Source: an optimization exercise on an open RTL-to-GDS flow (aim: small area). Production flows keep margins and buffers that such runs may drop. Only simulation tests tie the RTL to the original design; equivalence was not proved. In runs 2 to 6 the design's own scripts or RTL, not TritonCTS, make the clock network. No driver is modelled on the clock port, so clock power and skew are understated where the tree is cut down; a real chip needs a root buffer or a tree. Power and IR drop assume default switching activity.

===== flow/flow/run.sh =====
#!/bin/bash
# Layout flow: the standard synthesis, then an area-driven re-mapping of
# the combinational logic only (every register kept as synthesis made it,
# same names and cell types), then the standard ORFS layout with small port
# buffers and a clock tree without dummy loads. Each tool writes its full
# output to a log file here.
set -euo pipefail
R=orfs/results/sky130hd/fan_core/base
YOSYS=${YOSYS_EXE:-yosys}

bash standard.sh synth > log_1_synth.txt 2>&1
cp $R/1_2_yosys.v synth_standard.v

# Re-map the combinational cells for area, from four random seeds of ABC's
# deepsyn, and keep the smallest result. Registers are black boxes here.
LIB=$FLOW_HOME/platforms/sky130hd/lib/sky130_fd_sc_hd__tt_025C_1v80.lib
DU=$(sed -n '/^export DONT_USE_CELLS/,/^#/p' $FLOW_HOME/platforms/sky130hd/config.mk \
     | grep -o 'sky130_fd_sc_hd__[a-z0-9_]*' | sed 's/^/-dont_use /' | tr '\n' ' ')
FFS=$(grep -o '^ *sky130_fd_sc_hd__[a-z0-9_]*' synth_standard.v | sort -u | tr -d ' ' \
      | grep -E '__(e|s|se)?df|__dl' | tr '\n' ' ')
for S in 1 2 3 4; do
  sed "s/-S [0-9]*/-S $S/" flow/area.abc > area_$S.abc
  cat > reopt_$S.ys <<EOS
read_liberty -overwrite -ignore_miss_func $LIB
blackbox $FFS
read_verilog synth_standard.v
hierarchy -top $FLOW_TOP
flatten
opt -full
abc -script $(pwd)/area_$S.abc -liberty $LIB $DU
opt_clean -purge
tee -o stat_$S.txt stat -liberty $LIB
write_verilog -noattr -noexpr synth_reopt_$S.v
EOS
  $YOSYS -s reopt_$S.ys > log_1_reopt_$S.txt 2>&1 &
done
wait
BEST=$(for S in 1 2 3 4; do
  a=$(grep 'Chip area' stat_$S.txt | grep -o '[0-9.]*$' || true)
  [ -n "$a" ] && [ -s synth_reopt_$S.v ] && echo "$a $S"
done | sort -g | head -1 | cut -d' ' -f2)
echo "smallest re-mapping: seed $BEST" > log_1_pick.txt
cp synth_reopt_$BEST.v $R/1_2_yosys.v
touch $R/1_2_yosys.v
rm -f $R/1_synth.odb $R/1_synth.sdc

export BUFFER_PORTS_ARGS="-buffer_cell sky130_fd_sc_hd__buf_1"
export CTS_ARGS="-sink_clustering_enable -repair_clock_nets -dont_use_dummy_load -sink_clustering_size 100 -sink_clustering_max_diameter 500 -buf_list sky130_fd_sc_hd__clkbuf_4 -root_buf sky130_fd_sc_hd__clkbuf_4"
bash standard.sh > log_2_layout.txt 2>&1

===== flow/flow/area.abc =====
strash
&get -n
&deepsyn -T 30 -S 2
&put
dch -f
amap
strash
dch -f
amap

===== flow/standard.sh =====
#!/bin/bash
# synth_recipe.tcl (not shown) runs the flow's synth.tcl, then flattens the netlist and writes it again
# the make line also repeats each setting of config.mk as NAME=value (left out here)
make -C /OpenROAD-flow-scripts/flow DESIGN_CONFIG=/design/flow/config.mk WORK_HOME=/design/flow/orfs CLKGATE_MAP_FILE= SYNTH_SCRIPT=/design/flow/synth_recipe.tcl "${@:-finish}"

===== flow/config.mk =====
export PLATFORM = sky130hd
export DESIGN_NAME = fan_core
export DESIGN_NICKNAME = fan_core
export VERILOG_FILES = /design/flow/design.v
export SDC_FILE = /design/flow/constraint.sdc
export NUM_CORES = 4
export LEC_CHECK = 0
export CAP_MARGIN = 0
export CORE_MARGIN = 2
export CORE_UTILIZATION = 40
export SLEW_MARGIN = 0

===== flow/constraint.sdc =====
create_clock -name core_clock -period 10.0 [get_ports {clk}]
set_input_delay 2.0000 -clock core_clock [delete_from_list [all_inputs] [get_ports {clk}]]
set_output_delay 2.0000 -clock core_clock [all_outputs]
set_load 0.01 [all_outputs]

===== flow/design.v =====
module fan_prog_rom (
  input  wire [4:0] step,
  input  wire [2:0] slot,
  input  wire       is12,       
  input  wire       ow_in,      
  output reg        op_rst,
  output reg        op_wr,
  output reg        op_rd,
  output reg        op_wait,
  output reg        op_slp,
  output reg        op_slp_c,   
  output reg        op_dec,     
  output reg        cap,        
  output reg        wr_bit,     
  output reg  [4:0] nxt         
);
  always @(*) begin
    op_rst = 1'b0; op_wr = 1'b0; op_rd = 1'b0; op_wait = 1'b0;
    op_slp = 1'b0; op_slp_c = 1'b0; op_dec = 1'b0; cap = 1'b0;
    wr_bit = 1'b0; nxt = 5'bx;
    case (step)
      5'd0: begin op_rst = 1'b1; nxt = 5'd1; end   
      5'd1: begin op_wr = 1'b1; wr_bit = 8'hCC >> slot; nxt = 5'd2; end   
      5'd2: begin op_wr = 1'b1; wr_bit = 8'hBE >> slot; nxt = 5'd3; end   
      5'd3: begin op_rd = 1'b1; cap = 1'b1; nxt = 5'd4; end   
      5'd4: begin op_rd = 1'b1; cap = 1'b1; nxt = 5'd5; end   
      5'd5: begin op_rd = 1'b1; cap = 1'b1; nxt = 5'd6; end   
      5'd6: begin op_rd = 1'b1; cap = 1'b1; nxt = 5'd7; end   
      5'd7: begin op_rd = 1'b1; cap = 1'b1; nxt = 5'd8; end   
      5'd8: begin op_rst = 1'b1; nxt = is12 ? 5'd9 : 5'd19; end   
      5'd9: begin op_rst = 1'b1; nxt = 5'd10; end   
      5'd10: begin op_wr = 1'b1; wr_bit = 8'hCC >> slot; nxt = 5'd11; end   
      5'd11: begin op_wr = 1'b1; wr_bit = 8'h4E >> slot; nxt = 5'd12; end   
      5'd12: begin op_wr = 1'b1; wr_bit = 8'h1F >> slot; nxt = 5'd13; end   
      5'd13: begin op_wr = 1'b1; wr_bit = 8'h1F >> slot; nxt = 5'd14; end   
      5'd14: begin op_wr = 1'b1; wr_bit = 8'h1F >> slot; nxt = 5'd15; end   
      5'd15: begin op_rst = 1'b1; nxt = 5'd16; end   
      5'd16: begin op_wr = 1'b1; wr_bit = 8'hCC >> slot; nxt = 5'd17; end   
      5'd17: begin op_wr = 1'b1; wr_bit = 8'h48 >> slot; nxt = ow_in ? 5'd19 : 5'd18; end   
      5'd18: begin op_wait = 1'b1; nxt = 5'd19; end   
      5'd19: begin op_rst = 1'b1; nxt = 5'd20; end   
      5'd20: begin op_wr = 1'b1; wr_bit = 8'hCC >> slot; nxt = 5'd21; end   
      5'd21: begin op_wr = 1'b1; wr_bit = 8'h44 >> slot; nxt = ow_in ? 5'd23 : 5'd22; end   
      5'd22: begin op_wait = 1'b1; nxt = 5'd23; end   
      5'd23: begin op_rst = 1'b1; nxt = 5'd24; end   
      5'd24: begin op_wr = 1'b1; wr_bit = 8'hCC >> slot; nxt = 5'd25; end   
      5'd25: begin op_wr = 1'b1; wr_bit = 8'hBE >> slot; nxt = 5'd26; end   
      5'd26: begin op_rd = 1'b1; cap = slot[2]; nxt = 5'd27; end   
      5'd27: begin op_rd = 1'b1; cap = (slot == 3'd7) | (slot < 3'd3); nxt = 5'd28; end   
      5'd28: begin op_rst = 1'b1; op_dec = 1'b1; nxt = 5'd29; end   
      5'd29: begin op_slp = 1'b1; nxt = 5'd30; end   
      5'd30: begin op_slp = 1'b1; nxt = 5'd31; end   
      5'd31: begin op_slp = 1'b1; op_slp_c = 1'b1; nxt = 5'd19; end   
      default: ;
    endcase
  end
endmodule
module fan_duty_sel (
  input  wire       pos,
  input  wire [6:0] temp,
  output reg  [2:0] idx,
  output reg  [7:0] duty
);
  always @(*) begin
    if (!pos || temp < 7'd30) idx = 3'd0;
    else if (temp < 7'd35)    idx = 3'd1;
    else if (temp < 7'd40)    idx = 3'd2;
    else if (temp < 7'd45)    idx = 3'd3;
    else if (temp < 7'd50)    idx = 3'd4;
    else if (temp < 7'd55)    idx = 3'd5;
    else if (temp < 7'd60)    idx = 3'd6;
    else                      idx = 3'd7;
  end
  always @(*) begin
    case (idx)
      3'd0: duty = 8'd0;
      3'd1: duty = 8'd38;
      3'd2: duty = 8'd76;
      3'd3: duty = 8'd114;
      3'd4: duty = 8'd153;
      3'd5: duty = 8'd191;
      3'd6: duty = 8'd229;
      default: duty = 8'd255;
    endcase
  end
endmodule
module fan_core (
  input  wire       clk,
  input  wire       rst,           
  input  wire       tick_us,       
  input  wire       ow_in,         
  output wire       ow_pull_low,   
  output reg        pwm_we,        
  output wire [7:0] pwm_raw,       
  output reg        st_presence,
  output reg        st_pos,
  output reg  [6:0] st_temp,
  output wire [2:0] st_idx
);
  localparam [4:0] STEP0 = 5'd0;   
  reg  [4:0] step;    
  reg  [5:0] u;       
  reg  [4:0] s;       
  reg  [7:0] stg;     
  wire       op_rst, op_wr, op_rd, op_wait, op_slp, op_slp_c, op_dec, cap, wr_bit;
  wire [4:0] nxt;
  fan_prog_rom u_rom (
    .step(step), .slot(s[2:0]), .is12(stg[6] & stg[5]), .ow_in(ow_in),
    .op_rst(op_rst), .op_wr(op_wr), .op_rd(op_rd), .op_wait(op_wait),
    .op_slp(op_slp), .op_slp_c(op_slp_c), .op_dec(op_dec), .cap(cap),
    .wr_bit(wr_bit), .nxt(nxt)
  );
  fan_duty_sel u_sel (.pos(st_pos), .temp(st_temp), .idx(st_idx), .duty(pwm_raw));
  wire u_last   = u[5] & u[4] & u[3] & u[1] & u[0];                  
  wire u_0      = (u == 6'd0);
  wire byte_end = u_last & s[2] & s[1] & s[0];                       
  wire rst_end  = u_last & s[3] & s[0];                              
  wire slp_end  = op_slp_c ? ((u == 6'd39) & s[1]) : (u_last & (&s));  
  wire op_end = op_wait ? ow_in :
                op_rst  ? rst_end :
                op_slp  ? slp_end : byte_end;
  assign ow_pull_low = op_rst ? ~s[3] :
                       op_wr  ? u_0 | (~wr_bit & ~u_last) :
                       op_rd  & u_0;
  always @(posedge clk) begin
    pwm_we <= 1'b0;
    if (rst) begin
      step <= STEP0;
      u    <= 6'd0;
      s    <= 5'd0;
    end else if (tick_us) begin
      if (op_end) begin
        u    <= 6'd0;
        s    <= 5'd0;
        step <= nxt;
      end else begin
        u <= u_last ? 6'd0 : u + 6'd1;
        if (u_last) s <= s + 5'd1;
      end
      if (op_rst & rst_end) st_presence <= ~ow_in;
      if (op_rd & (u == 6'd8) & cap) stg <= {ow_in, stg[7:1]};
      if (op_dec & rst_end) begin
        st_pos  <= ~stg[7];
        st_temp <= stg[6:0];
        pwm_we  <= 1'b1;
      end
    end
  end
endmodule

==> out/results.tsv, run 1 <==
stage	metric	value	unit
synth	Syn Nets	182	
cells_and_area	share of cells above drive strength 1	0.02885	
route	Detail Route Antenna Nets	0	
synth	synthesized cell area	1560	sq um
route	via count	1372	
route	First-pass DRT Iterations	4	
global_routing	GRT Resource Usage Total	0.1759	
clock_tree	Root Buffer	clkbuf_4	
hold_path	type of the tightest min-delay check	reg -> reg	
cells_and_area	P&R area growth vs syn	12.67	%
worst_setup_path	most used cell, CP	nor2_1	
timing	final hold viol count	0	
synth	Mean Syn Cell Area	8.765	sq um
global_routing	global-route wire length before repair	5713	um
worst_setup_path	CP Cell Sequence	nand2_1, a211oi_1, a21oi_1, nor2_1, o22ai_1, a41oi_1, o31ai_1, nor2_1, and2_0, or2_0, buf_1	
cells_and_area	n_diodes	0	
clock_tree	CTS sink cnt	34	
route	DRC viols	0	
clock_tree	CTS clk-pin slew, worst paths	100	ps
timing	RSZ-0062 raised after global routing	no	
timing	# setup viols final	0	
worst_setup_path	CP startpoint kind	flop	
placed_design	pre-CTS WS	5818	ps
synth	Gate Count Post-Synth	178	
clock_tree	CTS Buf Count	5	
clock_tree	Post-CTS Repair Setup Buffers	0	
floorplan	placement row count	22	
route	total routed wirelength	3336	um
worst_setup_path	Arr. time, crit path	2520	ps
clock_tree	clock latency on the worst-skew pair	330	ps
worst_setup_path	CP max stage cell	edfxtp_1	
timing	slew at the pin with the worst max-slew slack	1072	ps
cells_and_area	Non-Filler Instances	256	
worst_setup_path	Setup crit end kind	output pin	
status	status	complete, no violations	
global_routing	pin count of the biggest net entering global routing	12	
worst_setup_path	CP max FO	4	
global_routing	grt ovf	0	
job	Max Cap Viol	0	
cells_and_area	# fillers	395	
power	maximum vdd drop	53.54	uV
floorplan	Starting Density	0.4199	
clock_tree	CTS H-tree lvls	2	
worst_setup_path	CP max stage delay	400	ps
route	WL/cell	13.03	um
clock_tree	Post-CTS Hold Fix Bufs	0	
floorplan	die height	66.46	um
timing	Layout Skew	14.51	ps
cells_and_area	Final Util	0.4731	
timing	final hold slack	437.8	ps
timing	Final Cycle Share	0.4519	
clock_tree	clk buf depth	2	
placed_design	GP Congestion	0.8893	
power	LEAKAGE	0.5422	nW
placed_design	count of input and output buffers	25	
placed_design	DP Cell Count	251	
floorplan	Die Width	66.46	um
timing	Fmax	0.2213	GHz
power	power per cell area	123.6	nW/um^2
route	Via density	5.359	
timing	Setup TNS	0	ps
floorplan	boundary pin count	26	
floorplan	DIE AREA	4416	sq um
cells_and_area	Nets	214	
global_routing	initial antenna violation count	0	
worst_setup_path	Required @ worst endpoint	8000	ps
worst_setup_path	CP Class	reg -> out	
timing	min Tclk post-route	4519	ps
timing	Final WS setup	5481	ps
route	number of DRC markers in iteration 0	46	
clock_tree	CTS tree	built	
timing	relative slew slack	0.2839	
floorplan	core area	3716	sq um
clock_tree	number of gates resized after CTS	0	
synth	Yosys warnings	3	
global_routing	vias in the first global route	1293	
placed_design	Final HPWL DP	2567	um
timing	Slew Viols, Final	0	
[report_power, final]
| group | leakage, nW | internal (mW) | switching [mW] | total [mW] |
|---|---|---|---|---|
| registers | 0.290 | 0.146 | 0.000809 | 0.147 |
| logic | 0.229 | 0.00212 | 0.00479 | 0.00691 |
| clock network | 0.0230 | 0.0235 | 0.0403 | 0.0637 |
| total | 0.542 | 0.171 | 0.0459 | 0.217 |
[final cells by class]
class | instances | area, sq um | share of cell area
Clock buffer | 5 | 37.54 | 0.02135
Inverter | 24 | 90.09 | 0.05125
Multi-Input combinational cell | 120 | 625.6 | 0.3559
Timing Repair Buffer | 25 | 93.84 | 0.05338
Tap cell | 48 | 60.06 | 0.03416
Sequential cell | 34 | 850.8 | 0.4840
[sequential cells by signal, indices dropped and copies added, names as in the netlist]
register and cells:
st_temp 7, st_presence 1, step 5, u 6
stg 8, st_pos 1, s 5, pwm_we 1
[per-layer routing]
metal,track usage,up-vias,wire length [um]
li1,-,698,-
met1,0.2056,617,1468
met2,0.2913,52,1606
met3,0.05236,5,199
met4,0.08929,0,62
met5,0,-,0
[placed cells by master, fill, tap and decap left out]
master / n
or2_0: 3
dfxtp_1: 17
a2111oi_2: 1
a32oi_1: 1
o32a_1: 1
o32ai_1: 1
nand3_1: 6
a311oi_1: 1
and3_1: 1
a21oi_1: 8
a41oi_1: 1
and2_0: 1
nand4_1: 1
o21a_1: 4
o21bai_1: 2
edfxtp_1: 17
nand2_1: 15
a211oi_1: 9
nor3_1: 5
o22a_1: 1
clkinv_1: 24
o21ai_0: 11
o22ai_1: 1
clkbuf_4: 5
a221oi_1: 1
or3_1: 1
a31o_1: 1
a31oi_1: 2
nor2_1: 40
o31ai_1: 1
buf_1: 25
[critical path, delay by kind of cell (launching register included)]
kind            cells  cell delay (ps)
flops               1              400
buf+inv             1              150
simple gates        5              750
compound gates      5              890
[per-stage QoR]
step                instance area, sq um  power (mW)
floorplan                           1560      0.1542
global placement                    1720      0.1564
detailed placement                  1720      0.1566
CTS                                 1758      0.2203
global route                        1758      0.2284
finish                              1758      0.2172
[path summary, 6_finish.rpt]
path	slack [ps]	from	cells past startpoint	end
setup / recovery	5480	st_temp[1]	11	pwm_raw[5]
hold / removal	440	stg[0]	0	st_temp[0]
setup reg to reg	6570	step[0]	14	u[2]
hold reg to reg	440	stg[0]	0	st_temp[0]
==> run 2, diff against run 1 <==
--- a/flow/design.v
+++ b/flow/design.v
@@ -13,6 +13,8 @@
   output reg        cap,        
   output reg        wr_bit,     
-  output reg  [4:0] nxt         
+  output reg  [4:0] nxt,        
+  output wire [4:0] first       
 );
+  assign first = 5'd0;
   always @(*) begin
     op_rst = 1'b0; op_wr = 1'b0; op_rd = 1'b0; op_wait = 1'b0;
@@ -98,5 +100,5 @@
   output wire [2:0] st_idx
 );
-  localparam [4:0] STEP0 = 5'd0;   
+  wire [4:0] step0;   
   reg  [4:0] step;    
   reg  [5:0] u;       
@@ -109,5 +111,5 @@
     .op_rst(op_rst), .op_wr(op_wr), .op_rd(op_rd), .op_wait(op_wait),
     .op_slp(op_slp), .op_slp_c(op_slp_c), .op_dec(op_dec), .cap(cap),
-    .wr_bit(wr_bit), .nxt(nxt)
+    .wr_bit(wr_bit), .nxt(nxt), .first(step0)
   );
   fan_duty_sel u_sel (.pos(st_pos), .temp(st_temp), .idx(st_idx), .duty(pwm_raw));
@@ -116,5 +118,5 @@
   wire byte_end = u_last & s[2] & s[1] & s[0];                       
   wire rst_end  = u_last & s[3] & s[0];                              
-  wire slp_end  = op_slp_c ? ((u == 6'd39) & s[1]) : (u_last & (&s));  
+  wire slp_end  = u_last & (op_slp_c ? s[1] : (&s));
   wire op_end = op_wait ? ow_in :
                 op_rst  ? rst_end :
@@ -126,10 +128,10 @@
     pwm_we <= 1'b0;
     if (rst) begin
-      step <= STEP0;
+      step <= step0;
       u    <= 6'd0;
       s    <= 5'd0;
     end else if (tick_us) begin
       if (op_end) begin
-        u    <= 6'd0;
+        u    <= op_dec ? 6'd20 : 6'd0;
         s    <= 5'd0;
         step <= nxt;
--- a/flow/flow/run.sh
+++ b/flow/flow/run.sh
@@ -12,6 +12,6 @@
 cp $R/1_2_yosys.v synth_standard.v
 
-# Re-map the combinational cells for area, from four random seeds of ABC's
-# deepsyn, and keep the smallest result. Registers are black boxes here.
+# Re-map the combinational cells for area, from eight random seeds of ABC's
+# deepsyn (four at a time), and keep the smallest result. Registers are black boxes here.
 LIB=$FLOW_HOME/platforms/sky130hd/lib/sky130_fd_sc_hd__tt_025C_1v80.lib
 DU=$(sed -n '/^export DONT_USE_CELLS/,/^#/p' $FLOW_HOME/platforms/sky130hd/config.mk \
@@ -19,5 +19,5 @@
 FFS=$(grep -o '^ *sky130_fd_sc_hd__[a-z0-9_]*' synth_standard.v | sort -u | tr -d ' ' \
       | grep -E '__(e|s|se)?df|__dl' | tr '\n' ' ')
-for S in 1 2 3 4; do
+for S in 1 2 3 4 5 6 7 8; do
   sed "s/-S [0-9]*/-S $S/" flow/area.abc > area_$S.abc
   cat > reopt_$S.ys <<EOS
@@ -34,7 +34,8 @@
 EOS
   $YOSYS -s reopt_$S.ys > log_1_reopt_$S.txt 2>&1 &
+  if [ $S = 4 ]; then wait; fi
 done
 wait
-BEST=$(for S in 1 2 3 4; do
+BEST=$(for S in 1 2 3 4 5 6 7 8; do
   a=$(grep 'Chip area' stat_$S.txt | grep -o '[0-9.]*$' || true)
   [ -n "$a" ] && [ -s synth_reopt_$S.v ] && echo "$a $S"
@@ -46,4 +47,5 @@
 
 export BUFFER_PORTS_ARGS="-buffer_cell sky130_fd_sc_hd__buf_1"
-export CTS_ARGS="-sink_clustering_enable -repair_clock_nets -dont_use_dummy_load -sink_clustering_size 100 -sink_clustering_max_diameter 500 -buf_list sky130_fd_sc_hd__clkbuf_4 -root_buf sky130_fd_sc_hd__clkbuf_4"
+export FLOW_CLK=clk ONE_CLKBUF=sky130_fd_sc_hd__clkbuf_8 ONE_CLKN=2
+export PRE_CTS_TCL=$(pwd)/flow/cts_one.tcl
 bash standard.sh > log_2_layout.txt 2>&1
==> flow/flow/cts_one.tcl (new file) <==
# Clock tree for a small design: the clock port's sinks are split by x
# position into ONE_CLKN groups, and each group gets one clock buffer of type
# ONE_CLKBUF at its centre, driven by the clock port. It replaces
# clock_tree_synthesis, which always builds a root and four branch buffers.
rename clock_tree_synthesis orig_clock_tree_synthesis
proc clock_tree_synthesis {args} {
  set db [ord::get_db]
  set block [ord::get_db_block]
  set m [$db findMaster $::env(ONE_CLKBUF)]
  set k $::env(ONE_CLKN)
  foreach bt [$block getBTerms] {
    if {[$bt getName] ne $::env(FLOW_CLK)} continue
    set net [$bt getNet]
    $net setSigType CLOCK
    set sinks {}
    foreach it [$net getITerms] {
      set b [[$it getInst] getBBox]
      lappend sinks [list [expr {([$b xMin] + [$b xMax]) / 2}] [expr {([$b yMin] + [$b yMax]) / 2}] $it]
    }
    set sinks [lsort -integer -index 0 $sinks]
    set n [llength $sinks]
    for {set g 0} {$g < $k} {incr g} {
      set lo [expr {$g * $n / $k}]
      set hi [expr {($g + 1) * $n / $k - 1}]
      set grp [lrange $sinks $lo $hi]
      set inst [odb::dbInst_create $block $m clkbuf_g$g]
      set onet [odb::dbNet_create $block clk_g$g]
      $onet setSigType CLOCK
      set sx 0; set sy 0
      foreach s $grp {
        set it [lindex $s 2]
        $it disconnect; $it connect $onet
        set sx [expr {$sx + [lindex $s 0]}]; set sy [expr {$sy + [lindex $s 1]}]
      }
      [$inst findITerm A] connect $net
      [$inst findITerm X] connect $onet
      set c [llength $grp]
      $inst setLocation [expr {$sx / $c}] [expr {$sy / $c}]
      $inst setPlacementStatus PLACED
      puts "clock: $::env(ONE_CLKBUF) g$g drives $c sinks"
    }
  }
}
==> out/results.tsv, run 2 <==
stage	metric	value	unit
status	status	complete, no violations	
worst_setup_path	end of the critical path	pwm_raw[3]	
hold_path	Hold Path Cell Cnt	0	
worst_setup_path	CP Class	reg -> out	
floorplan	boundary pin count	26	
global_routing	grt ovf	0	
floorplan	core area	3744	sq um
floorplan	placement row count	22	
clock_tree	clock latency on the worst-skew pair	160	ps
floorplan	DIE AREA	4473	sq um
timing	Final WS setup	5674	ps
synth	synthesized cell area	1582	sq um
cells_and_area	most frequent cells in the layout	34 x nor2_1, 27 x clkinv_1, 25 x buf_1, 18 x nand2_1	
clock_tree	CTS clk-pin slew, worst paths	90	ps
floorplan	Starting Density	0.4225	
placed_design	count of input and output buffers	25	
global_routing	GRT Resource Usage Total	0.1550	
worst_setup_path	Required @ worst endpoint	8000	ps
worst_setup_path	CP Cell Sequence	clkinv_1, o21ai_0, clkinv_1, a21oi_1, or2_0, a31oi_1, clkinv_1, nor3_1, nor2_1, a21oi_1, buf_1	
route	First-pass DRT Iterations	5	
power	maximum vdd drop	50.51	uV
floorplan	die height	66.88	um
worst_setup_path	r2r endpoint	s[0]	
timing	final hold viol count	0	
cells_and_area	P&R area growth vs syn	11.95	%
timing	# setup viols final	0	
power	Switch Pwr	37.10	uW
route	WL/cell	12.60	um
job	Max Cap Viol	0	
power	sequential group share of total power	0.720	
power	internal power	165.7	uW
worst_setup_path	CP max stage cell	edfxtp_1	
power	Logic pwr share	0.023	
timing	RSZ-0062 raised after global routing	no	
route	DRC viols	0	
placed_design	pre-CTS WS	5848	ps
timing	Setup TNS	0	ps
timing	slew at the pin with the worst max-slew slack	869.1	ps
cells_and_area	Regs by FF count	stg: 8 flops, st_temp: 7 flops, u: 6 flops	
timing	Slew Viols, Final	0	
route	number of DRC markers in iteration 0	69	
route	Via density	5.331	
clock_tree	number of gates resized after CTS	0	
cells_and_area	Top reg by flops	stg	
route	total routed wirelength	3276	um
global_routing	vias in the first global route	1289	
timing	min Tclk post-route	4326	ps
floorplan	Die Width	66.88	um
global_routing	initial antenna violation count	0	
hold_path	type of the tightest min-delay check	reg -> reg	
synth	Yosys warnings	3	
global_routing	pin count of the biggest net entering global routing	18	
timing	Layout Skew	11.98	ps
cells_and_area	share of cells above drive strength 1	0.01415	
worst_setup_path	crit path from	st_temp[4]	
power	power per cell area	114.6	nW/um^2
synth	Gate Count Post-Synth	184	
timing	relative slew slack	0.4179	
worst_setup_path	Setup crit end kind	output pin	
worst_setup_path	Reg2Reg Depth	10	
timing	final hold slack	445.5	ps
placed_design	GP Congestion	0.8619	
power	switch share	0.1829	
synth	Mean Syn Cell Area	8.595	sq um
power	Overall Power	202.8	uW
worst_setup_path	Arr. time, crit path	2330	ps
cells_and_area	# fillers	394	
route	via count	1386	
clock_tree	Post-CTS Repair Setup Buffers	0	
power	Clock power frac	0.257	
cells_and_area	max FFs per register	8	
worst_setup_path	most used cell, CP	clkinv_1	
route	Detail Route Antenna Nets	0	
cells_and_area	FF/Latch Area	850.8	sq um
timing	Fmax	0.2312	GHz
worst_setup_path	CP startpoint kind	flop	
worst_setup_path	CP max FO	5	
placed_design	Final HPWL DP	2548	um
cells_and_area	n_diodes	0	
worst_setup_path	R2R Path Start	step[0]	
timing	Final Cycle Share	0.4326	
worst_setup_path	CP max stage delay	460	ps
worst_setup_path	register-to-register setup slack	7250	ps
cells_and_area	Nets	218	
power	LEAKAGE	0.5535	nW
clock_tree	Post-CTS Hold Fix Bufs	0	
cells_and_area	area occupied by multi-input gates	629.4	sq um
global_routing	global-route wire length before repair	5664	um
synth	Syn Nets	188	
cells_and_area	commonest non-fill, non-tap cell in the layout	nor2_1	
==> run 2: per-layer routing <==
| layer | vias to the layer above | track usage | wire length, um |
|---|---|---|---|
| li1 | 702 | - | - |
| met1 | 640 | 0.2070 | 1509 |
| met5 | - | 0 | 0 |
| met3 | 5 | 0.01182 | 173 |
| met2 | 39 | 0.2825 | 1554 |
| met4 | 0 | 0.01531 | 40 |
==> run 2: how the worst min path moves through the flow <==
| stage | startpoint | endpoint | slack, ps |
|---|---|---|---|
| detailed placement | stg[1] | st_temp[1] | 440 |
| CTS | stg[1] | st_temp[1] | 440 |
| global route | stg[0] | st_temp[0] | 460 |
| global placement | stg[0] | st_temp[0] | 410 |
| floorplan | stg[0] | st_temp[0] | 400 |
| finish | stg[0] | st_temp[0] | 450 |
==> run 2: power groups by stage <==
stage                     Combinational [mW]  Clock, mW  Sequential [mW]
final                                0.00464     0.0521            0.146
after global routing                 0.00550     0.0591            0.146
after CTS                            0.00468     0.0387            0.149
after detailed placement             0.00468          0            0.149
after global placement               0.00454          0            0.149
after floorplan                      0.00286          0            0.149
==> run 2: layout make-up <==
type                    instances  area share
flip-flops and latches         34      0.4806
multi-input cells             123      0.3555
repair buffers                 26     0.05724
inverters                      27     0.05724
well taps                      48     0.03392
plain buffers                   2     0.01555
==> run 2: critical path: cells and delay by family, from the launching register on <==
family | cells | cell delay (ps)
AO/OA/AOI/OAI | 4 | 560
flip-flops | 1 | 460
AND/OR/NAND/NOR | 3 | 650
buffers and inverters | 4 | 510
==> run 2: per-stage QoR <==
stage               instances  utilization  instance area (sq um)
floorplan                 184            -                   1582
global placement          258       0.4656                   1743
detailed placement        258       0.4656                   1743
CTS                       260       0.4729                   1770
global route              260       0.4729                   1770
finish                    260       0.4729                   1770
==> run 3, diff against run 2 <==
==> flow/flow/run.sh (replaced) <==
#!/bin/bash
# Layout flow: the standard synthesis, then an area-driven re-mapping of
# the combinational logic only (every register kept as synthesis made it,
# same names and cell types), then the standard ORFS layout with small port
# buffers and a two-buffer clock tree. Each tool writes its full output to a
# log file here.
set -euo pipefail
R=orfs/results/sky130hd/fan_core/base
YOSYS=${YOSYS_EXE:-yosys}

bash standard.sh synth > log_1_synth.txt 2>&1
cp $R/1_2_yosys.v synth_standard.v

# Re-map the combinational cells for area with ABC's deepsyn. Each round
# starts from the smallest netlist so far and runs four jobs at once: two
# random seeds, each mapped with amap (area.abc) and with &nf (area_nf.abc);
# registers are black boxes throughout.
LIB=$FLOW_HOME/platforms/sky130hd/lib/sky130_fd_sc_hd__tt_025C_1v80.lib
DU=$(sed -n '/^export DONT_USE_CELLS/,/^#/p' $FLOW_HOME/platforms/sky130hd/config.mk \
     | grep -o 'sky130_fd_sc_hd__[a-z0-9_]*' | sed 's/^/-dont_use /' | tr '\n' ' ')
FFS=$(grep -o '^ *sky130_fd_sc_hd__[a-z0-9_]*' synth_standard.v | sort -u | tr -d ' ' \
      | grep -E '__(e|s|se)?df|__dl' | tr '\n' ' ')
BEST_V=synth_standard.v
BEST_A=1000000000
for RND in 1 2 3 4 5 6; do
  for S in 1 2 3 4; do
    T=r${RND}_s$S
    if [ $S -le 2 ]; then SC=flow/area.abc; else SC=flow/area_nf.abc; fi
    sed "s/-S [0-9]*/-S $((RND * 10 + (S - 1) % 2 + 1))/" $SC > area_$T.abc
    cat > reopt_$T.ys <<EOS
read_liberty -overwrite -ignore_miss_func $LIB
blackbox $FFS
read_verilog $BEST_V
hierarchy -top $FLOW_TOP
flatten
opt -full
abc -script $(pwd)/area_$T.abc -liberty $LIB $DU
opt_clean -purge
tee -o stat_$T.txt stat -liberty $LIB
write_verilog -noattr -noexpr synth_reopt_$T.v
EOS
    $YOSYS -s reopt_$T.ys > log_1_reopt_$T.txt 2>&1 &
  done
  wait
  for S in 1 2 3 4; do
    T=r${RND}_s$S
    a=$(grep 'Chip area' stat_$T.txt | grep -o '[0-9.]*$' || true)
    if [ -n "$a" ] && [ -s synth_reopt_$T.v ] && python3 -c "import sys; sys.exit(0 if $a < $BEST_A else 1)"; then
      BEST_A=$a; BEST_V=synth_reopt_$T.v
    fi
  done
  echo "round $RND: smallest so far $BEST_A in $BEST_V" >> log_1_pick.txt
done
cp $BEST_V $R/1_2_yosys.v
touch $R/1_2_yosys.v
rm -f $R/1_synth.odb $R/1_synth.sdc

export BUFFER_PORTS_ARGS="-buffer_cell sky130_fd_sc_hd__buf_1"
export FLOW_CLK=clk ONE_CLKBUF=sky130_fd_sc_hd__clkbuf_8 ONE_CLKN=2
export PRE_CTS_TCL=$(pwd)/flow/cts_one.tcl
bash standard.sh > log_2_layout.txt 2>&1
==> flow/flow/area_nf.abc (new file) <==
strash
&get -n
&deepsyn -T 30 -S 2
&dch -f
&nf -R 1000 -p
&put
--- a/flow/config.mk
+++ b/flow/config.mk
@@ -9,3 +9,4 @@
 export CORE_MARGIN = 2
 export CORE_UTILIZATION = 40
+export GPL_TIMING_DRIVEN = 0
 export SLEW_MARGIN = 0
==> out/results.tsv, run 3 <==
stage	metric	value	unit
worst_setup_path	Required @ worst endpoint	8000	ps
clock_tree	clock latency on the worst-skew pair	160	ps
timing	slew at the pin with the worst max-slew slack	864.4	ps
clock_tree	Post-CTS Repair Setup Buffers	0	
floorplan	boundary pin count	26	
floorplan	Die Width	66.31	um
synth	synthesized cell area	1553	sq um
global_routing	global-route wire length before repair	5106	um
status	status	complete, no violations	
timing	RSZ-0062 raised after global routing	no	
timing	Final Cycle Share	0.4199	
power	sequential group share of total power	0.703	
clock_tree	CTS clk-pin slew, worst paths	90	ps
synth	Gate Count Post-Synth	168	
power	Clock power frac	0.244	
timing	# setup viols final	0	
floorplan	die height	66.31	um
route	total routed wirelength	3080	um
cells_and_area	FF/Latch Area	850.8	sq um
power	internal power	168.9	uW
cells_and_area	P&R area growth vs syn	12.09	%
cells_and_area	max FFs per register	8	
timing	Slew Viols, Final	0	
placed_design	pre-CTS WS	5970	ps
synth	Mean Syn Cell Area	9.242	sq um
floorplan	DIE AREA	4396	sq um
worst_setup_path	CP max FO	6	
job	Max Cap Viol	0	
route	via count	1334	
worst_setup_path	CP Class	reg -> out	
placed_design	Final HPWL DP	2373	um
placed_design	GP Congestion	0.8685	
worst_setup_path	CP Cell Sequence	nor2b_1, o211ai_1, a31oi_1, nor2b_1, xnor2_1, a21oi_1, nand2_1, mux2_1, buf_1	
cells_and_area	n_diodes	0	
power	Switch Pwr	42.99	uW
power	switch share	0.2029	
clock_tree	Post-CTS Hold Fix Bufs	0	
timing	Final WS setup	5801	ps
placed_design	count of input and output buffers	25	
timing	Setup TNS	0	ps
worst_setup_path	CP max stage delay	480	ps
route	Via density	5.490	
route	number of DRC markers in iteration 0	60	
synth	Syn Nets	172	
floorplan	Starting Density	0.4210	
global_routing	pin count of the biggest net entering global routing	18	
timing	final hold viol count	0	
power	Logic pwr share	0.052	
route	Detail Route Antenna Nets	0	
floorplan	placement row count	22	
timing	Layout Skew	12.81	ps
cells_and_area	Regs by FF count	stg: 8 flops, st_temp: 7 flops, u: 6 flops	
route	First-pass DRT Iterations	4	
global_routing	vias in the first global route	1177	
worst_setup_path	CP max stage cell	edfxtp_1	
hold_path	type of the tightest min-delay check	reg -> reg	
timing	relative slew slack	0.4189	
worst_setup_path	most used cell, CP	nor2b_1	
cells_and_area	Nets	201	
cells_and_area	# fillers	371	
worst_setup_path	Arr. time, crit path	2200	ps
global_routing	initial antenna violation count	0	
synth	Yosys warnings	3	
power	Overall Power	211.9	uW
cells_and_area	Top reg by flops	stg	
worst_setup_path	CP startpoint kind	flop	
global_routing	grt ovf	0	
clock_tree	number of gates resized after CTS	0	
route	WL/cell	12.67	um
floorplan	core area	3689	sq um
global_routing	GRT Resource Usage Total	0.1399	
timing	min Tclk post-route	4199	ps
worst_setup_path	Setup crit end kind	output pin	
timing	Fmax	0.2382	GHz
cells_and_area	share of cells above drive strength 1	0.01538	
power	power per cell area	121.8	nW/um^2
cells_and_area	most frequent cells in the layout	25 x nor2_1, 25 x buf_1, 18 x nand2_1, 17 x dfxtp_1, 17 x edfxtp_1	
power	LEAKAGE	0.5668	nW
power	maximum vdd drop	54.40	uV
route	DRC viols	0	
cells_and_area	area occupied by multi-input gates	681.9	sq um
==> run 3: changes by cell type in the layout (fill, tap and decap cells not counted), moves of 3 or more <==
cell / delta
o21ai_0: -4
or2_0: -4
clkinv_1: -20
a211oi_1: -3
a21oi_1: +4
nand3_1: +4
nor2b_1: +3
and3_1: +3
nor2_1: -9
o211ai_1: +3
==> run 3: metrics by stage <==
stage               hold WS [ps]  area (sq um)  instances  utilization
finish                     428.7          1740        243       0.4718
global route               465.4          1740        243       0.4718
CTS                        407.9          1740        243       0.4718
detailed placement         407.9          1713        241       0.4644
global placement           402.8          1707        241       0.4627
floorplan                  400.3          1553        168            -
==> run 3: routing by layer <==
metal  GRT usage  share of wire  vias to the layer above
met5           0              0                        -
met1      0.1905           0.47                      618
li1            -              -                      673
met4     0.02551          0.012                        0
met2      0.2438           0.46                       39
met3     0.01193          0.056                        4
==> run 3: worst max-delay path, delay by kind of cell (launching register included) <==
kind / cells / cell delay, ps
flops: 1 / 480
xor+xnor: 1 / 120
simple gates: 3 / 430
buf+inv: 1 / 130
compound gates: 3 / 560
mux: 1 / 330
==> run 3: layout make-up <==
class | count | share of cell area
Sequential cell | 34 | 0.4889
Multi-Input combinational cell | 127 | 0.3918
Timing Repair Buffer | 25 | 0.05392
Tap cell | 48 | 0.03451
Buffer | 2 | 0.01582
Inverter | 7 | 0.01510
==> run 3: path summary, 6_finish.rpt <==
kind              start          to  slack [ps]  depth (start not counted)
max          st_temp[3]  pwm_raw[3]        5800                          9
min              stg[0]  st_temp[0]         430                          0
max reg2reg     step[3]     step[0]        7530                          9
min reg2reg      stg[0]  st_temp[0]         430                          0
==> run 3: power by group through the flow <==
stage / clock, mW / sequential [mW] / combinational (mW)
after floorplan: 0 / 0.151 / 0.00768
after global placement: 0 / 0.152 / 0.0108
after detailed placement: 0 / 0.152 / 0.0110
after CTS: 0.0387 / 0.152 / 0.0111
after global routing: 0.0580 / 0.149 / 0.0125
final: 0.0518 / 0.149 / 0.0111
==> run 4, diff against run 3 <==
--- a/flow/flow/run.sh
+++ b/flow/flow/run.sh
@@ -23,9 +23,9 @@
 BEST_V=synth_standard.v
 BEST_A=1000000000
-for RND in 1 2 3 4 5 6; do
+for RND in $(seq 1 30); do
   for S in 1 2 3 4; do
     T=r${RND}_s$S
     if [ $S -le 2 ]; then SC=flow/area.abc; else SC=flow/area_nf.abc; fi
-    sed "s/-S [0-9]*/-S $((RND * 10 + (S - 1) % 2 + 1))/" $SC > area_$T.abc
+    sed "s/-S [0-9]*/-S $(( (RND * 2 + (S - 1) % 2) % 100 ))/" $SC > area_$T.abc
     cat > reopt_$T.ys <<EOS
 read_liberty -overwrite -ignore_miss_func $LIB
==> flow/flow/area.abc (replaced) <==
strash
&get -n
&deepsyn -T 25 -S 2
&put
dch -f
amap
strash
dch -f
amap
==> flow/flow/area_nf.abc (replaced) <==
strash
&get -n
&deepsyn -T 25 -S 2
&dch -f
&nf -R 1000 -p
&put
==> out/results.tsv, run 4 <==
stage	metric	value	unit
power	power per cell area	116.8	nW/um^2
floorplan	placement row count	22	
timing	min Tclk post-route	4178	ps
cells_and_area	# fillers	365	
timing	slew at the pin with the worst max-slew slack	1082	ps
route	DRC viols	0	
cells_and_area	Regs by FF count	stg: 8 flops, st_temp: 7 flops, u: 6 flops	
floorplan	core area	3689	sq um
placed_design	Final HPWL DP	2417	um
worst_setup_path	Setup crit end kind	output pin	
clock_tree	number of gates resized after CTS	0	
floorplan	DIE AREA	4373	sq um
floorplan	Starting Density	0.4186	
floorplan	boundary pin count	26	
cells_and_area	n_diodes	0	
cells_and_area	area occupied by multi-input gates	659.4	sq um
worst_setup_path	Required @ worst endpoint	8000	ps
job	Max Cap Viol	0	
cells_and_area	FF/Latch Area	850.8	sq um
cells_and_area	most frequent cells in the layout	25 x buf_1, 21 x nor2_1, 17 x a21oi_1, 17 x dfxtp_1, 17 x edfxtp_1	
clock_tree	CTS clk-pin slew, worst paths	100	ps
hold_path	Hold Path Cell Cnt	0	
power	LEAKAGE	0.5549	nW
global_routing	vias in the first global route	1216	
global_routing	GRT Resource Usage Total	0.1446	
worst_setup_path	Arr. time, crit path	2180	ps
cells_and_area	max FFs per register	8	
route	number of DRC markers in iteration 0	63	
global_routing	grt ovf	0	
worst_setup_path	CP Class	reg -> out	
placed_design	count of input and output buffers	25	
power	Overall Power	201.5	uW
timing	Fmax	0.2393	GHz
placed_design	GP Congestion	0.7766	
cells_and_area	commonest non-fill, non-tap cell in the layout	buf_1	
route	WL/cell	13.04	um
route	via count	1340	
hold_path	type of the tightest min-delay check	reg -> reg	
timing	Final Cycle Share	0.4178	
timing	# setup viols final	0	
floorplan	Die Width	66.13	um
route	Detail Route Antenna Nets	0	
worst_setup_path	CP startpoint kind	flop	
timing	Setup TNS	0	ps
synth	synthesized cell area	1544	sq um
route	total routed wirelength	3129	um
cells_and_area	Top reg by flops	stg	
clock_tree	Post-CTS Repair Setup Buffers	0	
timing	RSZ-0062 raised after global routing	no	
worst_setup_path	Reg2Reg Depth	5	
timing	Slew Viols, Final	0	
synth	Syn Nets	169	
global_routing	initial antenna violation count	0	
global_routing	global-route wire length before repair	5230	um
cells_and_area	P&R area growth vs syn	11.75	%
clock_tree	clock latency on the worst-skew pair	160	ps
status	status	complete, no violations	
synth	Mean Syn Cell Area	9.357	sq um
timing	final hold viol count	0	
worst_setup_path	CP max FO	6	
timing	Layout Skew	7.963	ps
cells_and_area	share of cells above drive strength 1	0.01042	
clock_tree	Post-CTS Hold Fix Bufs	0	
cells_and_area	Nets	198	
global_routing	pin count of the biggest net entering global routing	18	
synth	Yosys warnings	3	
route	Via density	5.583	
worst_setup_path	register-to-register setup slack	7270	ps
power	maximum vdd drop	65.74	uV
floorplan	die height	66.13	um
timing	relative slew slack	0.2731	
synth	Gate Count Post-Synth	165	
route	First-pass DRT Iterations	4	
-- run 4: path summary, 6_finish.rpt --
path | start | endpoint
worst min register to register | stg[0] | st_temp[0]
worst min-delay path | stg[0] | st_temp[0]
worst max register to register | step[3] | stg[0]
worst max-delay path | step[4] | ow_pull_low
-- run 4: area by class of cell --
type,instances,share of cell area
Sequential cell,34,0.4931
Multi-Input combinational cell,122,0.3822
Timing Repair Buffer,25,0.05439
Tap cell,48,0.03481
Inverter,9,0.01958
Buffer,2,0.01595
-- run 4: critical path, stage by stage (launching register included) --
cell and delay [ps]:
dfxtp_1 430, clkinv_1 160, nor2_1 210, a21oi_1 110
o21ai_0 190, a32oi_1 80, o22ai_1 200, nand3_1 100
o41ai_1 80, a31oi_1 140, a21oi_1 140, buf_1 160
-- run 4: power by group --
part / internal (mW) / switching, mW / leakage [nW]
combinational: 0.00165 / 0.00275 / 0.250
sequential: 0.146 / 0.000911 / 0.290
clock: 0.0186 / 0.0320 / 0.0144
-- run 4: routing by layer --
metal	track usage	part of all wire	vias to the layer above
li1	-	-	674
met1	0.1725	0.42	631
met5	0	0	-
met3	0.01193	0.048	5
met4	0.01786	0.012	0
met2	0.2850	0.52	30
-- run 4: per-stage QoR --
stage               hold WS [ps]  area (sq um)  setup WS (ps)    util  cells
finish                     438.5          1725           5822  0.4678    240
CTS                        417.7          1725           5851  0.4678    240
global route               464.2          1725           5512  0.4678    240
floorplan                  400.3          1544           6340       -    165
detailed placement         417.7          1698           5791  0.4603    238
global placement           406.7          1698           5936  0.4603    238
==> run 5, diff against run 4 <==
--- a/flow/design.v
+++ b/flow/design.v
@@ -118,5 +118,5 @@
   wire byte_end = u_last & s[2] & s[1] & s[0];                       
   wire rst_end  = u_last & s[3] & s[0];                              
-  wire slp_end  = u_last & (op_slp_c ? s[1] : (&s));
+  wire slp_end  = u_last & (&s);
   wire op_end = op_wait ? ow_in :
                 op_rst  ? rst_end :
@@ -134,5 +134,5 @@
       if (op_end) begin
         u    <= op_dec ? 6'd20 : 6'd0;
-        s    <= 5'd0;
+        s    <= op_dec ? 5'd29 : 5'd0;
         step <= nxt;
       end else begin
--- a/flow/flow/run.sh
+++ b/flow/flow/run.sh
@@ -3,5 +3,5 @@
 # the combinational logic only (every register kept as synthesis made it,
 # same names and cell types), then the standard ORFS layout with small port
-# buffers and a two-buffer clock tree. Each tool writes its full output to a
+# buffers and a two-buffer clock tree (flow/cts_one.tcl). Each tool writes its full output to a
 # log file here.
 set -euo pipefail
@@ -57,5 +57,5 @@
 
 export BUFFER_PORTS_ARGS="-buffer_cell sky130_fd_sc_hd__buf_1"
-export FLOW_CLK=clk ONE_CLKBUF=sky130_fd_sc_hd__clkbuf_8 ONE_CLKN=2
+export FLOW_CLK=clk ONE_CLKBUFS="sky130_fd_sc_hd__clkbuf_8 sky130_fd_sc_hd__clkbuf_8"
 export PRE_CTS_TCL=$(pwd)/flow/cts_one.tcl
 bash standard.sh > log_2_layout.txt 2>&1
==> flow/flow/cts_one.tcl (replaced) <==
# Clock tree for a small design: the clock port's sinks are sorted by x
# position and split into one group per buffer in ONE_CLKBUFS (shares in
# proportion to each buffer's drive, the _N of its name); each group gets its
# buffer at the group's centre, driven by the clock port. It replaces
# clock_tree_synthesis, which always builds a root and four branch buffers.
rename clock_tree_synthesis orig_clock_tree_synthesis
proc clock_tree_synthesis {args} {
  set db [ord::get_db]
  set block [ord::get_db_block]
  set bufs $::env(ONE_CLKBUFS)
  set wsum 0
  foreach b $bufs { regexp {_(\d+)$} $b -> w; set wsum [expr {$wsum + $w}] }
  foreach bt [$block getBTerms] {
    if {[$bt getName] ne $::env(FLOW_CLK)} continue
    set net [$bt getNet]
    $net setSigType CLOCK
    set sinks {}
    foreach it [$net getITerms] {
      set b [[$it getInst] getBBox]
      lappend sinks [list [expr {([$b xMin] + [$b xMax]) / 2}] [expr {([$b yMin] + [$b yMax]) / 2}] $it]
    }
    set sinks [lsort -integer -index 0 $sinks]
    set n [llength $sinks]
    set lo 0; set acc 0; set g 0
    foreach b $bufs {
      regexp {_(\d+)$} $b -> w
      set acc [expr {$acc + $w}]
      set hi [expr {($acc * $n + $wsum / 2) / $wsum - 1}]
      set grp [lrange $sinks $lo $hi]
      set lo [expr {$hi + 1}]
      set inst [odb::dbInst_create $block [$db findMaster $b] clkbuf_g$g]
      set onet [odb::dbNet_create $block clk_g$g]
      $onet setSigType CLOCK
      set sx 0; set sy 0
      foreach s $grp {
        set it [lindex $s 2]
        $it disconnect; $it connect $onet
        set sx [expr {$sx + [lindex $s 0]}]; set sy [expr {$sy + [lindex $s 1]}]
      }
      [$inst findITerm A] connect $net
      [$inst findITerm X] connect $onet
      set c [llength $grp]
      $inst setLocation [expr {$sx / $c}] [expr {$sy / $c}]
      $inst setPlacementStatus PLACED
      puts "clock: $b g$g drives $c sinks"
      incr g
    }
  }
}
==> out/results.tsv, run 5 <==
stage	metric	value	unit
worst_setup_path	CP Class	reg -> out	
timing	Final WS setup	5689	ps
floorplan	die height	66.23	um
floorplan	placement row count	22	
timing	Fmax	0.2320	GHz
power	LEAKAGE	0.5560	nW
clock_tree	CTS clk-pin slew, worst paths	100	ps
cells_and_area	area occupied by multi-input gates	671.9	sq um
worst_setup_path	R2R Path Start	step[4]	
synth	Gate Count Post-Synth	165	
hold_path	HP Start	stg[0]	
global_routing	pin count of the biggest net entering global routing	18	
global_routing	vias in the first global route	1156	
route	DRC viols	0	
worst_setup_path	CP max FO	6	
global_routing	initial antenna violation count	0	
clock_tree	number of gates resized after CTS	0	
placed_design	pre-CTS WS	5878	ps
timing	final hold viol count	0	
clock_tree	Post-CTS Repair Setup Buffers	0	
floorplan	Die Width	66.23	um
route	Detail Route Antenna Nets	0	
cells_and_area	Regs by FF count	stg: 8 flops, st_temp: 7 flops, u: 6 flops	
route	First-pass DRT Iterations	4	
floorplan	core area	3689	sq um
timing	slew at the pin with the worst max-slew slack	538.1	ps
route	number of DRC markers in iteration 0	54	
worst_setup_path	Required @ worst endpoint	8000	ps
hold_path	Hold Path Cell Cnt	0	
cells_and_area	max FFs per register	8	
timing	# setup viols final	0	
cells_and_area	# fillers	367	
placed_design	placed cell area	1703	sq um
worst_setup_path	Arr. time, crit path	2310	ps
route	Via density	5.488	
route	WL/cell	13.11	um
job	Max Cap Viol	0	
global_routing	grt ovf	0	
hold_path	type of the tightest min-delay check	reg -> reg	
timing	relative slew slack	0.6375	
floorplan	boundary pin count	26	
power	maximum vdd drop	86.78	uV
worst_setup_path	register-to-register setup slack	7270	ps
status	status	complete, no violations	
cells_and_area	commonest non-fill, non-tap cell in the layout	buf_1	
power	Overall Power	202.2	uW
cells_and_area	P&R area growth vs syn	11.71	%
cells_and_area	final instance area	1730	sq um
timing	Setup TNS	0	ps
synth	synthesized cell area	1549	sq um
worst_setup_path	r2r endpoint	step[3]	
worst_setup_path	CP startpoint kind	flop	
timing	Final Cycle Share	0.4311	
route	via count	1317	
cells_and_area	share of cells above drive strength 1	0.01042	
placed_design	Final HPWL DP	2370	um
floorplan	Starting Density	0.4199	
cells_and_area	Top reg by flops	stg	
global_routing	global-route wire length before repair	5188	um
clock_tree	clock latency on the worst-skew pair	150	ps
placed_design	GP Congestion	0.8285	
cells_and_area	Nets	198	
synth	Mean Syn Cell Area	9.388	sq um
timing	Slew Viols, Final	0	
worst_setup_path	Setup crit end kind	output pin	
timing	Layout Skew	3.097	ps
route	total routed wirelength	3147	um
power	power per cell area	116.9	nW/um^2
clock_tree	Post-CTS Hold Fix Bufs	0	
cells_and_area	FF/Latch Area	850.8	sq um
global_routing	GRT Resource Usage Total	0.1460	
floorplan	DIE AREA	4386	sq um
synth	Yosys warnings	3	
timing	RSZ-0062 raised after global routing	no	
placed_design	count of input and output buffers	25	
cells_and_area	n_diodes	0	
cells_and_area	most frequent cells in the layout	25 x buf_1, 20 x nand2_1, 18 x nor2_1	
timing	min Tclk post-route	4311	ps
worst_setup_path	crit path from	st_temp[3]	
hold_path	Worst Hold End	st_temp[0]	
synth	Syn Nets	169	
worst_setup_path	Reg2Reg Depth	9	
==> run 5: worst max path at each step <==
| stage | to | slack (ps) |
|---|---|---|
| 2_1_floorplan | pwm_raw[3] | 5970 |
| 3_3_place_gp | pwm_raw[3] | 5970 |
| 3_5_place_dp | pwm_raw[4] | 5880 |
| 4_1_cts | pwm_raw[4] | 5870 |
| 5_1_grt | pwm_raw[4] | 5400 |
| 6_report | pwm_raw[4] | 5690 |
==> run 5: power by group <==
| group | switching [mW] | internal (mW) |
|---|---|---|
| registers | 0.000885 | 0.146 |
| clock network | 0.0319 | 0.0186 |
| logic | 0.00331 | 0.00194 |
| total | 0.0361 | 0.166 |
==> run 5: worst max-delay path, stage by stage (launching register included) <==
cell,delay [ps]
edfxtp_1,490
clkinv_1,90
a21oi_1,80
o31ai_1,440
nand2_1,130
o21ai_0,460
nor2_1,150
a21oi_1,140
buf_1,170
==> run 5: layout make-up <==
| class | instances | share of cell area |
|---|---|---|
| Timing Repair Buffer | 25 | 0.05423 |
| Buffer | 2 | 0.01591 |
| Tap cell | 48 | 0.03471 |
| Inverter | 7 | 0.01518 |
| Multi-Input combinational cell | 124 | 0.3883 |
| Sequential cell | 34 | 0.4917 |
==> run 5: metrics by stage <==
step                  util  cells  hold WS, ps
floorplan                -    165        400.3
global placement    0.4617    238        402.4
detailed placement  0.4617    238        426.9
CTS                 0.4691    240        426.9
global route        0.4691    240        471.1
finish              0.4691    240        448.3
==> run 5: per-layer routing <==
layer | up-vias | global-route usage | routed length, um
met5 | - | 0 | 0
met4 | 0 | 0.02041 | 44
met3 | 5 | 0.01022 | 170
met2 | 47 | 0.2763 | 1514
met1 | 603 | 0.1839 | 1417
li1 | 662 | - | -
==> run 6, diff against run 5 <==
--- a/flow/design.v
+++ b/flow/design.v
@@ -114,6 +114,9 @@
   );
   fan_duty_sel u_sel (.pos(st_pos), .temp(st_temp), .idx(st_idx), .duty(pwm_raw));
-  wire u_last   = u[5] & u[4] & u[3] & u[1] & u[0];                  
-  wire u_0      = (u == 6'd0);
+  localparam [5:0] U20 = 6'b101011;   
+  wire u_last   = ~u[0] & ~u[1] & ~u[3] & u[4] & ~u[5];                
+  wire u_0      = ~u[0] & ~u[1] & ~u[2] & ~u[3] & ~u[4];               
+  wire u_8      = u[0] & u[1] & u[3] & u[4] & u[5];                    
+  wire [5:0] u_nxt = {u[4:0], ~(u[5] ^ u[4])};
   wire byte_end = u_last & s[2] & s[1] & s[0];                       
   wire rst_end  = u_last & s[3] & s[0];                              
@@ -133,13 +136,13 @@
     end else if (tick_us) begin
       if (op_end) begin
-        u    <= op_dec ? 6'd20 : 6'd0;
+        u    <= op_dec ? U20 : 6'd0;
         s    <= op_dec ? 5'd29 : 5'd0;
         step <= nxt;
       end else begin
-        u <= u_last ? 6'd0 : u + 6'd1;
+        u <= u_last ? 6'd0 : u_nxt;
         if (u_last) s <= s + 5'd1;
       end
       if (op_rst & rst_end) st_presence <= ~ow_in;
-      if (op_rd & (u == 6'd8) & cap) stg <= {ow_in, stg[7:1]};
+      if (op_rd & u_8 & cap) stg <= {ow_in, stg[7:1]};
       if (op_dec & rst_end) begin
         st_pos  <= ~stg[7];
==> out/results.tsv, run 6 <==
stage	metric	value	unit
status	status	complete, no violations	
floorplan	Die Width	65.78	um
worst_setup_path	Bufs and invs on worst path	2	
power	LEAKAGE	0.5514	nW
route	WL/cell	12.19	um
route	total routed wirelength	2938	um
placed_design	GP Congestion	0.8559	
global_routing	global-route wire length before repair	4885	um
placed_design	Final HPWL DP	2225	um
worst_setup_path	Crit path max-delay family	compound AO/OA/AOI/OAI gates	
worst_setup_path	CP Class	reg -> out	
cells_and_area	max FFs per register	8	
timing	slew at the pin with the worst max-slew slack	797.2	ps
global_routing	grt ovf	0	
route	WL met1	1249	um
route	number of DRC markers in iteration 0	38	
synth	Gate Count Post-Synth	166	
clock_tree	clock latency on the worst-skew pair	160	ps
cells_and_area	share of cells above drive strength 1	0.01036	
route	Via density	5.344	
worst_setup_path	CP Cell Sequence	clkinv_1, a21oi_1, a21oi_1, o22ai_1, o21ai_0, and2_0, nor2_1, nor2_1, o21ai_0, nor2_1, nand2b_1, buf_1	
clock_tree	number of gates resized after CTS	0	
cells_and_area	n_diodes	0	
worst_setup_path	most used cell, CP	nor2_1	
clock_tree	Post-CTS Hold Fix Bufs	0	
placed_design	pre-CTS WS	5598	ps
global_routing	GRT Resource Usage Total	0.1370	
timing	# setup viols final	0	
timing	RSZ-0062 raised after global routing	no	
clock_tree	CTS clk-pin slew, worst paths	90	ps
floorplan	boundary pin count	26	
worst_setup_path	CP max stage cell	edfxtp_1	
cells_and_area	Top reg by flops	stg	
timing	Final WS setup	5379	ps
cells_and_area	Regs by FF count	stg: 8 flops, st_temp: 7 flops, u: 6 flops	
global_routing	initial antenna violation count	0	
synth	Yosys warnings	3	
route	via count	1288	
timing	Fmax	0.2164	GHz
timing	Setup TNS	0	ps
synth	Syn Nets	170	
global_routing	pin count of the biggest net entering global routing	18	
floorplan	DIE AREA	4326	sq um
floorplan	Starting Density	0.4170	
route	Detail Route Antenna Nets	0	
clock_tree	Post-CTS Repair Setup Buffers	0	
cells_and_area	Nets	199	
floorplan	placement row count	22	
hold_path	type of the tightest min-delay check	reg -> reg	
worst_setup_path	Required @ worst endpoint	8000	ps
timing	final hold viol count	0	
route	DRC viols	0	
worst_setup_path	CP max FO	5	
route	First-pass DRT Iterations	4	
global_routing	vias in the first global route	1118	
floorplan	die height	65.78	um
worst_setup_path	Arr. time, crit path	2620	ps
timing	min Tclk post-route	4621	ps
route	routed wl met3	183	um
power	Overall Power	210.8	uW
timing	Layout Skew	13.06	ps
route	Max Used Layer	met4	
timing	Final Cycle Share	0.4621	
synth	synthesized cell area	1526	sq um
worst_setup_path	Setup crit end kind	output pin	
cells_and_area	most frequent cells in the layout	25 x nand2_1, 25 x buf_1, 24 x nor2_1, 17 x dfxtp_1, 17 x edfxtp_1	
floorplan	core area	3661	sq um
timing	relative slew slack	0.4660	
power	maximum vdd drop	68.43	uV
worst_setup_path	CP max stage delay	440	ps
timing	Slew Viols, Final	0	
synth	Mean Syn Cell Area	9.196	sq um
cells_and_area	P&R area growth vs syn	11.89	%
placed_design	count of input and output buffers	25	
route	WL met2	1484	um
power	power per cell area	123.4	nW/um^2
worst_setup_path	CP startpoint kind	flop	
job	Max Cap Viol	0	
## run 6: cell count changes in the layout (fill, tap and decap cells not counted), moves of 3 or more
cell	previous run	this run
o21ai_0	17	10
nor2_1	18	24
nand2_1	20	25
and3_1	4	1
nand2b_1	0	3
o22ai_1	0	3
## run 6: where the power goes
| part | internal [mW] | switching (mW) |
|---|---|---|
| combinational | 0.00359 | 0.00607 |
| clock | 0.0186 | 0.0333 |
| sequential | 0.147 | 0.00257 |
## run 6: path summary, 6_finish.rpt
kind,from,endpoint,slack (ps),cells past startpoint
worst max register to register,step[3],s[0],7380,11
worst min register to register,stg[0],st_temp[0],430,0
worst min-delay path,stg[0],st_temp[0],430,0
worst max-delay path,st_temp[3],pwm_raw[3],5380,12
## run 6: layout make-up
class / count / area (sq um)
timing repair buffer: 25 / 93.84
buffer: 2 / 27.53
multi-input combinational: 127 / 656.9
fill: 344 / 1953
inverter: 5 / 18.77
tap: 48 / 60.06
sequential: 34 / 850.8
## run 6: stage by stage
step	utilization	instances	cell area (sq um)	hold slack (ps)
4_1_cts	0.4665	241	1708	406.5
5_1_grt	0.4665	241	1708	468.1
6_report	0.4665	241	1708	429.4
2_1_floorplan	-	166	1526	400.3
3_3_place_gp	0.4590	239	1680	403.1
3_5_place_dp	0.4590	239	1680	406.5
## run 6: routing by layer
layer,up-vias,global-route usage
met3,2,0.01533
met1,582,0.1672
met5,-,0
li1,660,-
met2,44,0.2652
met4,0,0.01302
## run 6: worst register-to-register path: stages, from the launching register on
cell      delay [ps]
dfxtp_1          520
nor2b_1          150
o21bai_1         190
nor2_1           240
a21oi_1          140
nand4_1          140
nor2_1            80
nand2_1          200
clkinv_1         360
a21oi_1          360
nand3_1          110
o21ai_0           80

[re-timing with driven ports]
No port has a modelled driver above. Below, the same layouts with a new extraction and two added sets of constraints. Step 1 (the two cells are an assumption about what drives the block):
set clk [get_ports {clk}]
set_driving_cell -lib_cell sky130_fd_sc_hd__clkbuf_16 $clk
set_driving_cell -lib_cell sky130_fd_sc_hd__buf_2 [delete_from_list [all_inputs] $clk]
Step 2 times the ports against the registers' clock, not the clock port: input delays grow and output delays shrink by t, the midpoint of the rising clock arrivals with the driver on. Slacks: ideal / step 1 / step 2; pairs: ideal / step 1.
| run | t (ns) | setup slack, ns | worst data-port slew with drivers (ns) |
|---|---|---|---|
| run 1 | 0.349 | 5.481 / 5.454 / 5.803 | 0.03 |
| run 2 | 0.190 | 5.674 / 5.641 / 5.831 | 0.03 |
| run 3 | 0.189 | 5.801 / 5.768 / 5.957 | 0.03 |
| run 4 | 0.187 | 5.822 / 5.787 / 5.883 | 0.03 |
| run 5 | 0.189 | 5.689 / 5.654 / 5.842 | 0.03 |
| run 6 | 0.191 | 5.379 / 5.346 / 5.537 | 0.03 |
After both steps setup and hold are still met in every run listed.
